What follows belongs to an exercise in optimizing a design on an open flow for small area, a short achievable clock period and few clock cycles; a production flow would make more cautious choices. RTL that was checked went through simulation tests only; none was proved equivalent to the original. No activity file was given, so power comes from the tool's default toggle rates.

==> 11-12: inputs <==
==> flow/design.v <==
module dfwt_ser (
    input  wire        clk,
    input  wire        rst,
    input  wire        push,
    input  wire [1:0]  push_kind,
    input  wire [31:0] push_val,
    output wire        free,       
    output wire        idle,       
    input  wire        tr_reset,   
    output reg         gate,
    output reg  [31:0] timestep,
    output wire        out_valid,
    input  wire        out_ready,
    output wire [7:0]  out_byte
);
    reg        qv0, qv1;
    reg [7:0]  q0, q1;
    assign out_valid = qv0;
    assign out_byte  = q0;
    localparam K_NONE = 2'd0, K_FLUX = 2'd1, K_BYTE = 2'd2, K_WIDX = 2'd3;
    reg [1:0]  kind;
    reg [31:0] t;
    reg        big, ge2, nz;
    function [23:0] inc24(input [23:0] x);
        integer i, j;
        reg c, p;
        begin
            c = 1'b1;
            for (j = 0; j < 6; j = j + 1) begin
                p = c;
                for (i = 0; i < 4; i = i + 1) begin
                    inc24[4*j+i] = x[4*j+i] ^ p;
                    p = p & x[4*j+i];
                end
                c = c & (&x[4*j +: 4]);
            end
        end
    endfunction
    function [23:0] dec24(input [23:0] x);
        integer i, j;
        reg c, p;
        begin
            c = 1'b1;
            for (j = 0; j < 6; j = j + 1) begin
                p = c;
                for (i = 0; i < 4; i = i + 1) begin
                    dec24[4*j+i] = x[4*j+i] ^ p;
                    p = p & ~x[4*j+i];
                end
                c = c & ~(|x[4*j +: 4]);
            end
        end
    endfunction
    wire is_flux = (kind == K_FLUX);
    wire is_widx = (kind == K_WIDX);
    wire has     = (kind != K_NONE);
    wire        lo_z   = (t[6:0] == 7'd0);
    wire [6:0]  dec_lo = t[6:0] - 7'd1;
    wire [23:0] dec_hi = dec24(t[31:8]);
    wire [31:0] t_129  = lo_z ? {dec_hi, t[7], 7'h7F}
                              : (t[7] ? {t[31:8], 1'b0, dec_lo} : {dec_hi, 1'b1, dec_lo});
    wire        hi9_nz = (t[31:9] != 23'd0);
    wire        gt258  = hi9_nz || (t[8] && (t[7:2] != 6'd0 || t[1:0] == 2'd3));   
    wire        ge131  = hi9_nz || t[8] || (t[7] && (t[6:2] != 5'd0 || t[1:0] == 2'd3));  
    wire [5:0]  widx_k = big ? 6'd63 : t[5:0];
    wire [15:0] t_widx = t[15:0] - {10'd0, widx_k};
    wire        gt126  = (t[15:7] != 9'd0) || (t[6:0] == 7'h7F);                 
    wire        p_hi_z = (push_val[31:8] == 24'd0);
    wire        p_big  = (push_kind == K_WIDX) ? (push_val[15:6] != 10'd0)
                                               : (!p_hi_z || (push_val[7] && push_val[6:1] != 6'd0));
    wire        p_ge2  = !p_hi_z || (push_val[7:1] != 7'd0);
    wire        p_nz   = p_ge2 || push_val[0];
    reg [7:0] nbyte;
    always @(*) begin
        case (kind)
            K_FLUX: begin
                if (big)      nbyte = 8'hFF;
                else if (ge2) nbyte = {1'b1, t[6:0] - 7'd2};
                else if (nz)  nbyte = {7'd0, gate};
                else          nbyte = 8'h02;
            end
            K_BYTE:  nbyte = t[7:0];
            default: nbyte = {2'b01, widx_k};
        endcase
    end
    wire [7:0] inc = q0[7] ? {1'b0, q0[6:0]} + 8'd2
                           : {7'd0, (q0[7:2] == 6'd0)};
    wire [8:0] ts_lo = {1'b0, timestep[7:0]} + {1'b0, inc};
    reg        ts_c;
    wire take   = qv0 && out_ready;
    wire ld_out = has && !qv1;           
    wire last   = is_flux ? !nz : is_widx ? !big : 1'b1;
    assign free = !has || (ld_out && last);
    assign idle = !has && !qv0 && !ts_c;
    always @(posedge clk) begin
        if (rst) begin
            kind      <= K_NONE;
            qv0       <= 1'b0;
            qv1       <= 1'b0;
            gate      <= 1'b0;
            timestep  <= 32'd0;
            ts_c      <= 1'b0;
        end else begin
            if (ts_c)
                timestep[31:8] <= inc24(timestep[31:8]);
            ts_c <= 1'b0;
            if (take) begin
                timestep[7:0] <= ts_lo[7:0];
                ts_c          <= ts_lo[8];
            end
            if (take) begin
                qv1 <= 1'b0;
                if (!qv1) qv0 <= ld_out;
                else      qv1 <= ld_out;
            end else if (ld_out) begin
                if (!qv0) qv0 <= 1'b1;
                else      qv1 <= 1'b1;
            end
            if (ld_out && kind == K_BYTE && !t[5]) gate <= t[0];
            if (tr_reset) begin
                gate     <= 1'b0;
                timestep <= 32'd0;
            end
            if (push)
                kind <= push_kind;
            else if (ld_out && last)
                kind <= K_NONE;
        end
        if (take || !qv0)
            q0 <= qv1 ? q1 : nbyte;
        if (qv0 && (take ? qv1 : !qv1))
            q1 <= nbyte;
        if (push) begin
            t   <= push_val;
            big <= p_big;
            ge2 <= p_ge2;
            nz  <= p_nz;
        end else if (ld_out) begin
            if (is_widx) begin
                t   <= {16'd0, t_widx};
                big <= gt126;
            end else if (big) begin
                t   <= t_129;
                big <= gt258;
                ge2 <= ge131;
                nz  <= 1'b1;
            end else begin
                t   <= 32'd0;
                ge2 <= 1'b0;
                nz  <= 1'b0;
            end
        end
    end
endmodule
module dfwt_core (
    input  wire        clk,
    input  wire        rst,
    input  wire        op_valid,
    output wire        op_ready,
    input  wire [3:0]  op_code,
    input  wire [31:0] op_arg,
    input  wire [5:0]  op_len,
    output wire        out_valid,
    input  wire        out_ready,
    output wire [7:0]  out_byte,
    output wire        busy,
    output wire [15:0] crc,
    output wire [31:0] timestep,
    output wire        gate
);
    localparam OP_CRC_INIT  = 4'h0, OP_CRC_RESET = 4'h1, OP_CRC_BYTE = 4'h2,
               OP_MFM       = 4'h3, OP_FM        = 4'h4, OP_RAW      = 4'h5,
               OP_MFM_CRC   = 4'h6, OP_CONFIG    = 4'h7, OP_FLUSH    = 4'h8,
               OP_BT_RESET  = 4'h9, OP_WRGATE    = 4'hA, OP_FLUX     = 4'hB,
               OP_WAIT_IDX  = 4'hC, OP_STOP      = 4'hD, OP_TR_RESET = 4'hE;
    localparam S_IDLE = 2'd0, S_CELLS = 2'd1, S_PAD = 2'd2, S_EXEC = 2'd3;
    localparam K_FLUX = 2'd1, K_BYTE = 2'd2, K_WIDX = 2'd3;
    function [15:0] crc_byte(input [15:0] c, input [7:0] b);
        integer i;
        reg [15:0] x;
        begin
            x = c ^ {b, 8'h00};
            for (i = 0; i < 8; i = i + 1)
                x = x[15] ? ((x << 1) ^ 16'h1021) : (x << 1);
            crc_byte = x;
        end
    endfunction
    reg [1:0]  state;
    reg [15:0] crc_cur, crc_init;
    reg        last_bit;
    reg [14:0] half_r;
    reg [7:0]  precomp_r;
    reg [31:0] cell_buf;
    reg [4:0]  idx;       
    reg        enc;       
    reg        fm;
    reg [1:0]  pad_cnt;
    reg [3:0]  x_code;
    reg [5:0]  sr;
    reg [2:0]  warm;      
    reg [15:0] fw_lo, fw_hi;
    reg [1:0]  fw_c;
    reg        pend;      
    reg        zb;        
    reg        mp, mm;    
    reg        busy_r;
    reg        crc_pend;  
    wire       ser_free, ser_idle;
    reg        push, tr_reset;
    reg [1:0]  push_kind;
    reg [31:0] push_val;
    dfwt_ser u_ser (
        .clk(clk), .rst(rst),
        .push(push), .push_kind(push_kind), .push_val(push_val),
        .free(ser_free), .idle(ser_idle), .tr_reset(tr_reset),
        .gate(gate), .timestep(timestep),
        .out_valid(out_valid), .out_ready(out_ready), .out_byte(out_byte)
    );
    assign op_ready = (state == S_IDLE);
    assign busy     = busy_r;
    assign crc      = crc_cur;
    wire op_fire = op_valid && op_ready;
    wire [15:0] crc_nx  = crc_byte(crc_cur, cell_buf[7:0]);
    wire [15:0] crc_now = crc_pend ? crc_nx : crc_cur;
    wire [4:0] sel   = enc ? {1'b0, idx[4:1]} : idx;
    wire       d     = cell_buf[sel];
    wire       clkc  = fm | ~(last_bit | d);
    wire       cbit  = (state == S_CELLS) && ((enc && idx[0]) ? clkc : d);
    wire       lowering = (state == S_CELLS) || (state == S_PAD);
    wire       real_x   = warm[2];
    wire       judge    = real_x && sr[3];
    wire       step     = lowering && !(judge && !ser_free);
    wire [15:0] fw_hr   = fw_hi + {{14{fw_c[1]}}, fw_c};
    wire [31:0] fw_val  = {fw_hr, fw_lo};
    wire [16:0] neg_pc  = 17'h10000 - {9'd0, precomp_r};
    wire [16:0] pmx     = mm ? neg_pc : mp ? {9'd0, precomp_r} : 17'd0;
    wire [16:0] lo_b    = zb ? 17'd0 : {1'b0, fw_lo};
    wire [16:0] hf      = {2'd0, half_r};
    wire [16:0] cs_s    = lo_b ^ pmx ^ hf;
    wire [16:0] cs_c    = (lo_b & pmx) | (lo_b & hf) | (pmx & hf);
    wire [17:0] lo_sum  = {1'b0, cs_s} + {cs_c, 1'b0};
    wire [4:0]  w_next  = {sr[3:0], cbit};
    wire        real_n  = warm[2] || (warm[1:0] == 2'd3);
    wire flush_op = (op_code[3] && (op_code != 4'hF)) || (op_code == OP_CONFIG);
    always @(*) begin
        push      = 1'b0;
        push_kind = K_FLUX;
        push_val  = cell_buf;
        tr_reset  = 1'b0;
        if (state == S_EXEC) begin
            case (x_code)
                OP_WRGATE:   begin push = ser_free; push_kind = K_BYTE; push_val = {31'd0, cell_buf[0]}; end
                OP_FLUX:     push = ser_free;
                OP_WAIT_IDX: begin push = ser_free && (cell_buf[15:0] != 16'd0); push_kind = K_WIDX; push_val = {16'd0, cell_buf[15:0]}; end
                OP_STOP:     begin push = ser_free; push_kind = K_BYTE; push_val = 32'h3F; end
                OP_TR_RESET: tr_reset = ser_idle;
                default: ;
            endcase
        end else if (step && judge) begin
            push     = 1'b1;
            push_val = fw_val;
        end
    end
    always @(posedge clk) begin
        if (rst) begin
            state     <= S_IDLE;
            crc_cur   <= 16'hFFFF;
            crc_init  <= 16'hFFFF;
            last_bit  <= 1'b0;
            half_r    <= 15'd200;
            precomp_r <= 8'd0;
            sr        <= 6'd0;
            warm      <= 3'd0;
            pend      <= 1'b0;
            zb        <= 1'b1;
            mp        <= 1'b0;
            mm        <= 1'b0;
            busy_r    <= 1'b0;
            crc_pend  <= 1'b0;
        end else begin
            if (crc_pend) crc_cur <= crc_nx;
            crc_pend <= 1'b0;
            busy_r <= (state != S_IDLE) || op_fire || !ser_idle;
            case (state)
                S_IDLE: if (op_fire) begin
                    case (op_code)
                        OP_CRC_INIT: begin
                            crc_cur  <= op_arg[15:0];
                            crc_init <= op_arg[15:0];
                        end
                        OP_CRC_RESET: crc_cur <= crc_init;
                        OP_CRC_BYTE:  crc_pend <= 1'b1;
                        OP_MFM, OP_FM: begin
                            crc_pend <= op_arg[8];
                            state    <= S_CELLS;
                        end
                        OP_RAW: if (!op_len[5] || (op_len[4:0] == 5'd0)) begin
                            last_bit <= op_arg[0];
                            if (op_len != 6'd0) state <= S_CELLS;
                        end
                        OP_MFM_CRC: state <= S_CELLS;
                        OP_BT_RESET: begin
                            last_bit <= 1'b0;
                            state    <= pend ? S_PAD : S_EXEC;
                        end
                        default: if (flush_op)
                            state <= pend ? S_PAD : S_EXEC;
                    endcase
                end
                S_EXEC: begin
                    case (x_code)
                        OP_CONFIG: begin
                            half_r    <= cell_buf[15:1];
                            precomp_r <= cell_buf[23:16];
                            state     <= S_IDLE;
                        end
                        OP_WRGATE, OP_FLUX, OP_STOP:
                            if (ser_free) state <= S_IDLE;
                        OP_WAIT_IDX:
                            if (ser_free || cell_buf[15:0] == 16'd0) state <= S_IDLE;
                        OP_TR_RESET:
                            if (ser_idle) state <= S_IDLE;
                        default: state <= S_IDLE;
                    endcase
                end
                default: ;
            endcase
            if (step) begin
                sr   <= {sr[4:0], cbit};
                pend <= 1'b1;
                zb   <= !real_n || sr[2];
                mp   <= (w_next == 5'b00101);
                mm   <= (w_next == 5'b10100);
                if (!real_x)
                    warm <= warm + 3'd1;
                if (state == S_CELLS) begin
                    if (enc && !idx[0]) last_bit <= d;
                    if (idx == 5'd0) state <= S_IDLE;
                end else if (pad_cnt == 2'd3) begin
                    sr    <= 6'd0;
                    warm  <= 3'd0;
                    pend  <= 1'b0;
                    zb    <= 1'b1;
                    mp    <= 1'b0;
                    mm    <= 1'b0;
                    state <= S_EXEC;
                end
            end
        end
        if (step) begin
            fw_lo <= lo_sum[15:0];
            fw_hi <= zb ? 16'd0 : fw_hr;
            fw_c  <= lo_sum[17:16] - {1'b0, mm};
        end
        if (state == S_IDLE && op_fire) begin
            x_code   <= op_code;
            pad_cnt  <= 2'd0;
            enc      <= (op_code != OP_RAW);
            fm       <= (op_code == OP_FM);
            cell_buf <= (op_code == OP_MFM_CRC) ? {16'd0, crc_now} : op_arg;
            idx      <= (op_code == OP_RAW) ? op_len[4:0] - 5'd1 :
                        (op_code == OP_MFM_CRC) ? 5'd31 : 5'd15;
        end else if (step) begin
            idx     <= idx - 5'd1;
            pad_cnt <= pad_cnt + 2'd1;
        end
    end
endmodule
==> flow/flow/run.sh <==
#!/bin/bash
set -euo pipefail
bash standard.sh SETUP_SLACK_MARGIN=5.8 finish > standard.log 2>&1
==> flow/standard.sh <==
#!/bin/bash
# synth_recipe.tcl (not shown) runs the flow's synth.tcl, then flattens the netlist and writes it again
# the make line also repeats each setting of config.mk as NAME=value (left out here)
make -C /OpenROAD-flow-scripts/flow DESIGN_CONFIG=/design/flow/config.mk WORK_HOME=/design/flow/orfs CLKGATE_MAP_FILE= SYNTH_SCRIPT=/design/flow/synth_recipe.tcl "${@:-finish}"
==> flow/config.mk <==
export PLATFORM = sky130hd
export DESIGN_NAME = dfwt_core
export DESIGN_NICKNAME = dfwt_core
export VERILOG_FILES = /design/flow/design.v
export SDC_FILE = /design/flow/constraint.sdc
export NUM_CORES = 4
export LEC_CHECK = 0
export CAP_MARGIN = 20
export CORE_MARGIN = 2
export CORE_UTILIZATION = 40
export SETUP_SLACK_MARGIN = 5
export SLEW_MARGIN = 20
==> flow/constraint.sdc <==
create_clock -name core_clock -period 9.0 [get_ports {clk}]
set_input_delay 1.8000 -clock core_clock [delete_from_list [all_inputs] [get_ports {clk}]]
set_output_delay 1.8000 -clock core_clock [all_outputs]
set_load 0.01 [all_outputs]
==> 02-05 (differences from 11-12) <==
--- a/flow/design.v
+++ b/flow/design.v
@@ -5,4 +5,7 @@
     input  wire [1:0]  push_kind,
     input  wire [31:0] push_val,
+    input  wire        push_big,   
+    input  wire        push_ge2,   
+    input  wire        push_nz,    
     output wire        free,       
     output wire        idle,       
@@ -64,11 +67,6 @@
     wire        ge131  = hi9_nz || t[8] || (t[7] && (t[6:2] != 5'd0 || t[1:0] == 2'd3));  
     wire [5:0]  widx_k = big ? 6'd63 : t[5:0];
-    wire [15:0] t_widx = t[15:0] - {10'd0, widx_k};
+    wire [15:0] t_widx = t[15:0] - 16'd63;    
     wire        gt126  = (t[15:7] != 9'd0) || (t[6:0] == 7'h7F);                 
-    wire        p_hi_z = (push_val[31:8] == 24'd0);
-    wire        p_big  = (push_kind == K_WIDX) ? (push_val[15:6] != 10'd0)
-                                               : (!p_hi_z || (push_val[7] && push_val[6:1] != 6'd0));
-    wire        p_ge2  = !p_hi_z || (push_val[7:1] != 7'd0);
-    wire        p_nz   = p_ge2 || push_val[0];
     reg [7:0] nbyte;
     always @(*) begin
@@ -133,7 +131,7 @@
         if (push) begin
             t   <= push_val;
-            big <= p_big;
-            ge2 <= p_ge2;
-            nz  <= p_nz;
+            big <= push_big;
+            ge2 <= push_ge2;
+            nz  <= push_nz;
         end else if (ld_out) begin
             if (is_widx) begin
@@ -146,5 +144,4 @@
                 nz  <= 1'b1;
             end else begin
-                t   <= 32'd0;
                 ge2 <= 1'b0;
                 nz  <= 1'b0;
@@ -201,26 +198,33 @@
     reg [15:0] fw_lo, fw_hi;
     reg [1:0]  fw_c;
+    reg        fw_b;
     reg        pend;      
     reg        zb;        
     reg        mp, mm;    
     reg        busy_r;
-    reg        crc_pend;  
+    reg [1:0]  crc_op;
+    reg        rdy;       
     wire       ser_free, ser_idle;
     reg        push, tr_reset;
     reg [1:0]  push_kind;
     reg [31:0] push_val;
+    reg        push_big, push_ge2, push_nz;
     dfwt_ser u_ser (
         .clk(clk), .rst(rst),
         .push(push), .push_kind(push_kind), .push_val(push_val),
+        .push_big(push_big), .push_ge2(push_ge2), .push_nz(push_nz),
         .free(ser_free), .idle(ser_idle), .tr_reset(tr_reset),
         .gate(gate), .timestep(timestep),
         .out_valid(out_valid), .out_ready(out_ready), .out_byte(out_byte)
     );
-    assign op_ready = (state == S_IDLE);
+    assign op_ready = rdy;
     assign busy     = busy_r;
     assign crc      = crc_cur;
     wire op_fire = op_valid && op_ready;
     wire [15:0] crc_nx  = crc_byte(crc_cur, cell_buf[7:0]);
-    wire [15:0] crc_now = crc_pend ? crc_nx : crc_cur;
+    localparam C_NONE = 2'd0, C_INIT = 2'd1, C_RESET = 2'd2, C_BYTE = 2'd3;
+    wire [15:0] crc_now = (crc_op == C_INIT)  ? cell_buf[15:0] :
+                          (crc_op == C_RESET) ? crc_init :
+                          (crc_op == C_BYTE)  ? crc_nx : crc_cur;
     wire [4:0] sel   = enc ? {1'b0, idx[4:1]} : idx;
     wire       d     = cell_buf[sel];
@@ -231,15 +235,25 @@
     wire       judge    = real_x && sr[3];
     wire       step     = lowering && !(judge && !ser_free);
-    wire [15:0] fw_hr   = fw_hi + {{14{fw_c[1]}}, fw_c};
+    wire [1:0]  fw_d    = fw_c - {1'b0, fw_b};
+    wire [15:0] fw_hr   = fw_hi + {{14{fw_d[1]}}, fw_d};
     wire [31:0] fw_val  = {fw_hr, fw_lo};
-    wire [16:0] neg_pc  = 17'h10000 - {9'd0, precomp_r};
-    wire [16:0] pmx     = mm ? neg_pc : mp ? {9'd0, precomp_r} : 17'd0;
+    wire [16:0] pmx     = mm ? {9'h0FF, ~precomp_r} : mp ? {9'd0, precomp_r} : 17'd0;
     wire [16:0] lo_b    = zb ? 17'd0 : {1'b0, fw_lo};
     wire [16:0] hf      = {2'd0, half_r};
     wire [16:0] cs_s    = lo_b ^ pmx ^ hf;
     wire [16:0] cs_c    = (lo_b & pmx) | (lo_b & hf) | (pmx & hf);
-    wire [17:0] lo_sum  = {1'b0, cs_s} + {cs_c, 1'b0};
+    wire [17:0] lo_sum  = {1'b0, cs_s} + {cs_c, mm};
     wire [4:0]  w_next  = {sr[3:0], cbit};
     wire        real_n  = warm[2] || (warm[1:0] == 2'd3);
+    wire        hr_z    = (fw_d == 2'd0) ? (fw_hi == 16'h0000) :
+                          (fw_d == 2'd1) ? (fw_hi == 16'hFFFF) :
+                          (fw_d == 2'd3) ? (fw_hi == 16'h0001) : 1'b0;
+    wire        fw_hz   = hr_z && (fw_lo[15:8] == 8'd0);
+    wire        fw_big  = !fw_hz || (fw_lo[7] && fw_lo[6:1] != 6'd0);
+    wire        fw_ge2  = !fw_hz || (fw_lo[7:1] != 7'd0);
+    wire        cb_hz   = (cell_buf[31:8] == 24'd0);
+    wire        cb_big  = !cb_hz || (cell_buf[7] && cell_buf[6:1] != 6'd0);
+    wire        cb_ge2  = !cb_hz || (cell_buf[7:1] != 7'd0);
+    wire        cb_wbig = (cell_buf[15:6] != 10'd0);
     wire flush_op = (op_code[3] && (op_code != 4'hF)) || (op_code == OP_CONFIG);
     always @(*) begin
@@ -248,9 +262,12 @@
         push_val  = cell_buf;
         tr_reset  = 1'b0;
+        push_big  = cb_big;
+        push_ge2  = cb_ge2;
+        push_nz   = cb_ge2 || cell_buf[0];
         if (state == S_EXEC) begin
             case (x_code)
                 OP_WRGATE:   begin push = ser_free; push_kind = K_BYTE; push_val = {31'd0, cell_buf[0]}; end
                 OP_FLUX:     push = ser_free;
-                OP_WAIT_IDX: begin push = ser_free && (cell_buf[15:0] != 16'd0); push_kind = K_WIDX; push_val = {16'd0, cell_buf[15:0]}; end
+                OP_WAIT_IDX: begin push = ser_free && (cell_buf[15:0] != 16'd0); push_kind = K_WIDX; push_val = {16'd0, cell_buf[15:0]}; push_big = cb_wbig; end
                 OP_STOP:     begin push = ser_free; push_kind = K_BYTE; push_val = 32'h3F; end
                 OP_TR_RESET: tr_reset = ser_idle;
@@ -260,4 +277,7 @@
             push     = 1'b1;
             push_val = fw_val;
+            push_big = fw_big;
+            push_ge2 = fw_ge2;
+            push_nz  = fw_ge2 || fw_lo[0];
         end
     end
@@ -277,33 +297,42 @@
             mm        <= 1'b0;
             busy_r    <= 1'b0;
-            crc_pend  <= 1'b0;
+            crc_op    <= C_NONE;
+            rdy       <= 1'b1;
         end else begin
-            if (crc_pend) crc_cur <= crc_nx;
-            crc_pend <= 1'b0;
+            crc_cur <= crc_now;
+            if (crc_op == C_INIT) crc_init <= cell_buf[15:0];
+            crc_op <= C_NONE;
             busy_r <= (state != S_IDLE) || op_fire || !ser_idle;
             case (state)
                 S_IDLE: if (op_fire) begin
                     case (op_code)
-                        OP_CRC_INIT: begin
-                            crc_cur  <= op_arg[15:0];
-                            crc_init <= op_arg[15:0];
-                        end
-                        OP_CRC_RESET: crc_cur <= crc_init;
-                        OP_CRC_BYTE:  crc_pend <= 1'b1;
+                        OP_CRC_INIT:  crc_op <= C_INIT;
+                        OP_CRC_RESET: crc_op <= C_RESET;
+                        OP_CRC_BYTE:  crc_op <= C_BYTE;
                         OP_MFM, OP_FM: begin
-                            crc_pend <= op_arg[8];
+                            if (op_arg[8]) crc_op <= C_BYTE;
                             state    <= S_CELLS;
+                            rdy      <= 1'b0;
                         end
                         OP_RAW: if (!op_len[5] || (op_len[4:0] == 5'd0)) begin
                             last_bit <= op_arg[0];
-                            if (op_len != 6'd0) state <= S_CELLS;
+                            if (op_len != 6'd0) begin
+                                state <= S_CELLS;
+                                rdy   <= 1'b0;
+                            end
+                        end
+                        OP_MFM_CRC: begin
+                            state <= S_CELLS;
+                            rdy   <= 1'b0;
                         end
-                        OP_MFM_CRC: state <= S_CELLS;
                         OP_BT_RESET: begin
                             last_bit <= 1'b0;
                             state    <= pend ? S_PAD : S_EXEC;
+                            rdy      <= 1'b0;
                         end
-                        default: if (flush_op)
+                        default: if (flush_op) begin
                             state <= pend ? S_PAD : S_EXEC;
+                            rdy   <= 1'b0;
+                        end
                     endcase
                 end
@@ -314,12 +343,25 @@
                             precomp_r <= cell_buf[23:16];
                             state     <= S_IDLE;
+                            rdy       <= 1'b1;
                         end
                         OP_WRGATE, OP_FLUX, OP_STOP:
-                            if (ser_free) state <= S_IDLE;
+                            if (ser_free) begin
+                                state <= S_IDLE;
+                                rdy   <= 1'b1;
+                            end
                         OP_WAIT_IDX:
-                            if (ser_free || cell_buf[15:0] == 16'd0) state <= S_IDLE;
+                            if (ser_free || cell_buf[15:0] == 16'd0) begin
+                                state <= S_IDLE;
+                                rdy   <= 1'b1;
+                            end
                         OP_TR_RESET:
-                            if (ser_idle) state <= S_IDLE;
-                        default: state <= S_IDLE;
+                            if (ser_idle) begin
+                                state <= S_IDLE;
+                                rdy   <= 1'b1;
+                            end
+                        default: begin
+                            state <= S_IDLE;
+                            rdy   <= 1'b1;
+                        end
                     endcase
                 end
@@ -336,5 +378,8 @@
                 if (state == S_CELLS) begin
                     if (enc && !idx[0]) last_bit <= d;
-                    if (idx == 5'd0) state <= S_IDLE;
+                    if (idx == 5'd0) begin
+                        state <= S_IDLE;
+                        rdy   <= 1'b1;
+                    end
                 end else if (pad_cnt == 2'd3) begin
                     sr    <= 6'd0;
@@ -351,7 +396,8 @@
             fw_lo <= lo_sum[15:0];
             fw_hi <= zb ? 16'd0 : fw_hr;
-            fw_c  <= lo_sum[17:16] - {1'b0, mm};
+            fw_c  <= lo_sum[17:16];
+            fw_b  <= mm;
         end
-        if (state == S_IDLE && op_fire) begin
+        if (rdy) begin
             x_code   <= op_code;
             pad_cnt  <= 2'd0;
==> flow/flow/run.sh (replaced) <==
#!/bin/bash
set -euo pipefail
bash standard.sh SETUP_SLACK_MARGIN=5.7 \
  "BUFFER_PORTS_ARGS=-buffer_cell sky130_fd_sc_hd__buf_1" \
  "CTS_ARGS=-sink_clustering_enable -repair_clock_nets -dont_use_dummy_load" \
  finish > standard.log 2>&1
--- a/flow/config.mk
+++ b/flow/config.mk
@@ -8,5 +8,5 @@
 export CAP_MARGIN = 20
 export CORE_MARGIN = 2
-export CORE_UTILIZATION = 40
+export CORE_UTILIZATION = 60
 export SETUP_SLACK_MARGIN = 5
 export SLEW_MARGIN = 20
==> 01-10 (differences from 11-12) <==
--- a/flow/design.v
+++ b/flow/design.v
@@ -201,4 +201,5 @@
     reg [15:0] fw_lo, fw_hi;
     reg [1:0]  fw_c;
+    reg        fw_b;
     reg        pend;      
     reg        zb;        
@@ -231,13 +232,13 @@
     wire       judge    = real_x && sr[3];
     wire       step     = lowering && !(judge && !ser_free);
-    wire [15:0] fw_hr   = fw_hi + {{14{fw_c[1]}}, fw_c};
+    wire [1:0]  fw_d    = fw_c - {1'b0, fw_b};
+    wire [15:0] fw_hr   = fw_hi + {{14{fw_d[1]}}, fw_d};
     wire [31:0] fw_val  = {fw_hr, fw_lo};
-    wire [16:0] neg_pc  = 17'h10000 - {9'd0, precomp_r};
-    wire [16:0] pmx     = mm ? neg_pc : mp ? {9'd0, precomp_r} : 17'd0;
+    wire [16:0] pmx     = mm ? {9'h0FF, ~precomp_r} : mp ? {9'd0, precomp_r} : 17'd0;
     wire [16:0] lo_b    = zb ? 17'd0 : {1'b0, fw_lo};
     wire [16:0] hf      = {2'd0, half_r};
     wire [16:0] cs_s    = lo_b ^ pmx ^ hf;
     wire [16:0] cs_c    = (lo_b & pmx) | (lo_b & hf) | (pmx & hf);
-    wire [17:0] lo_sum  = {1'b0, cs_s} + {cs_c, 1'b0};
+    wire [17:0] lo_sum  = {1'b0, cs_s} + {cs_c, mm};
     wire [4:0]  w_next  = {sr[3:0], cbit};
     wire        real_n  = warm[2] || (warm[1:0] == 2'd3);
@@ -351,5 +352,6 @@
             fw_lo <= lo_sum[15:0];
             fw_hi <= zb ? 16'd0 : fw_hr;
-            fw_c  <= lo_sum[17:16] - {1'b0, mm};
+            fw_c  <= lo_sum[17:16];
+            fw_b  <= mm;
         end
         if (state == S_IDLE && op_fire) begin
==> flow/flow/run.sh (replaced) <==
#!/bin/bash
set -euo pipefail
bash standard.sh SETUP_SLACK_MARGIN=5.7 finish > standard.log 2>&1
==> comparison table <==
Share of the clock period used by the worst path: 01-10 40.7%; 11-12 41.4%; 02-05 37.2%
Leakage power of the design: 01-10 7.30 nW; 11-12 7.24 nW; 02-05 6.28 nW
Number of enable-type register cells in the synthesized netlist: 01-10 129; 11-12 128; 02-05 129
Status: 01-10 finished clean; 11-12 finished clean; 02-05 finished clean
Fraction of post-synthesis cell area in the top cell type by area: 01-10 25.5%; 11-12 25.2%; 02-05 25.8%
Aggregate routed wire length: 01-10 41200 um; 11-12 41600 um; 02-05 38500 um
Inverter count of the layout excluding clock inverters: 01-10 95; 11-12 76; 02-05 79
Met2 Usage GRT: 01-10 34.7%; 11-12 34.8%; 02-05 45.7%
Buffers plus inverters on the worst setup path: 01-10 4; 11-12 2; 02-05 3
Cell Rows: 01-10 71; 11-12 71; 02-05 57
Area of the placeable core: 01-10 37500 sq um; 11-12 37700 sq um; 02-05 24400 sq um
Sequential fraction of total cell area: 01-10 32.7%; 11-12 32.5%; 02-05 37.1%
Bufs w/o clock: 01-10 164; 11-12 173; 02-05 131
Clock Power Share: 01-10 34.4%; 11-12 35.2%; 02-05 24.8%
Sequential Power Share: 01-10 38.2%; 11-12 41.7%; 02-05 41.6%
Count of TritonRoute iterations in the first routing pass: 01-10 5; 11-12 6; 02-05 5
Slack of the worst reg-to-reg path: 01-10 5340 ps; 11-12 5280 ps; 02-05 5650 ps
Largest net degree at the start of global routing: 01-10 55; 11-12 76; 02-05 61
Cell area after placement: 01-10 16700 sq um; 11-12 16900 sq um; 02-05 15600 sq um
Global-route met3 utilization: 01-10 2.46%; 11-12 3.46%; 02-05 4.03%
Synth Area in Simple Gates: 01-10 18.6%; 11-12 18.8%; 02-05 18.6%
Data buffer area share: 01-10 8.33%; 11-12 8.50%; 02-05 3.66%
Testbench counts of 02-05, summed over its fixed seeds: cycles 205,357.
No functional check of the RTL was part of 11-12 and 01-10.

[static timing again, ports no longer ideal]
How much do the figures lean on ideal ports? The routed layouts below were timed once more, with nothing changed but the port constraints. Step 1, drivers: a clkbuf_16 drives clk and a buf_2 each remaining input, both assumed. Step 2 times the ports against the registers' clock, not the clock port: input delays grow and output delays shrink by t, the midpoint of the rising clock arrivals with the driver on. Slacks: ideal / step 1 / step 2; pairs: ideal / step 1.
run	t (ns)	setup WS [ns]	hold slack, ns	worst register clock-pin slew, ns	pins driven straight from the clock port
11-12	0.605	5.276 / 5.276 / 5.276	0.466 / 0.466 / 0.466	0.07 / 0.07	1
02-05	0.568	5.649 / 5.649 / 5.448	0.442 / 0.442 / 0.442	0.06 / 0.06	1
01-10	0.611	5.339 / 5.339 / 5.230	0.458 / 0.458 / 0.458	0.06 / 0.06	1
After both steps every run listed still meets setup and hold. The setup slack of 02-05, which loses most, moves by 0.000 ns with the drivers and by -0.201 ns with both steps.
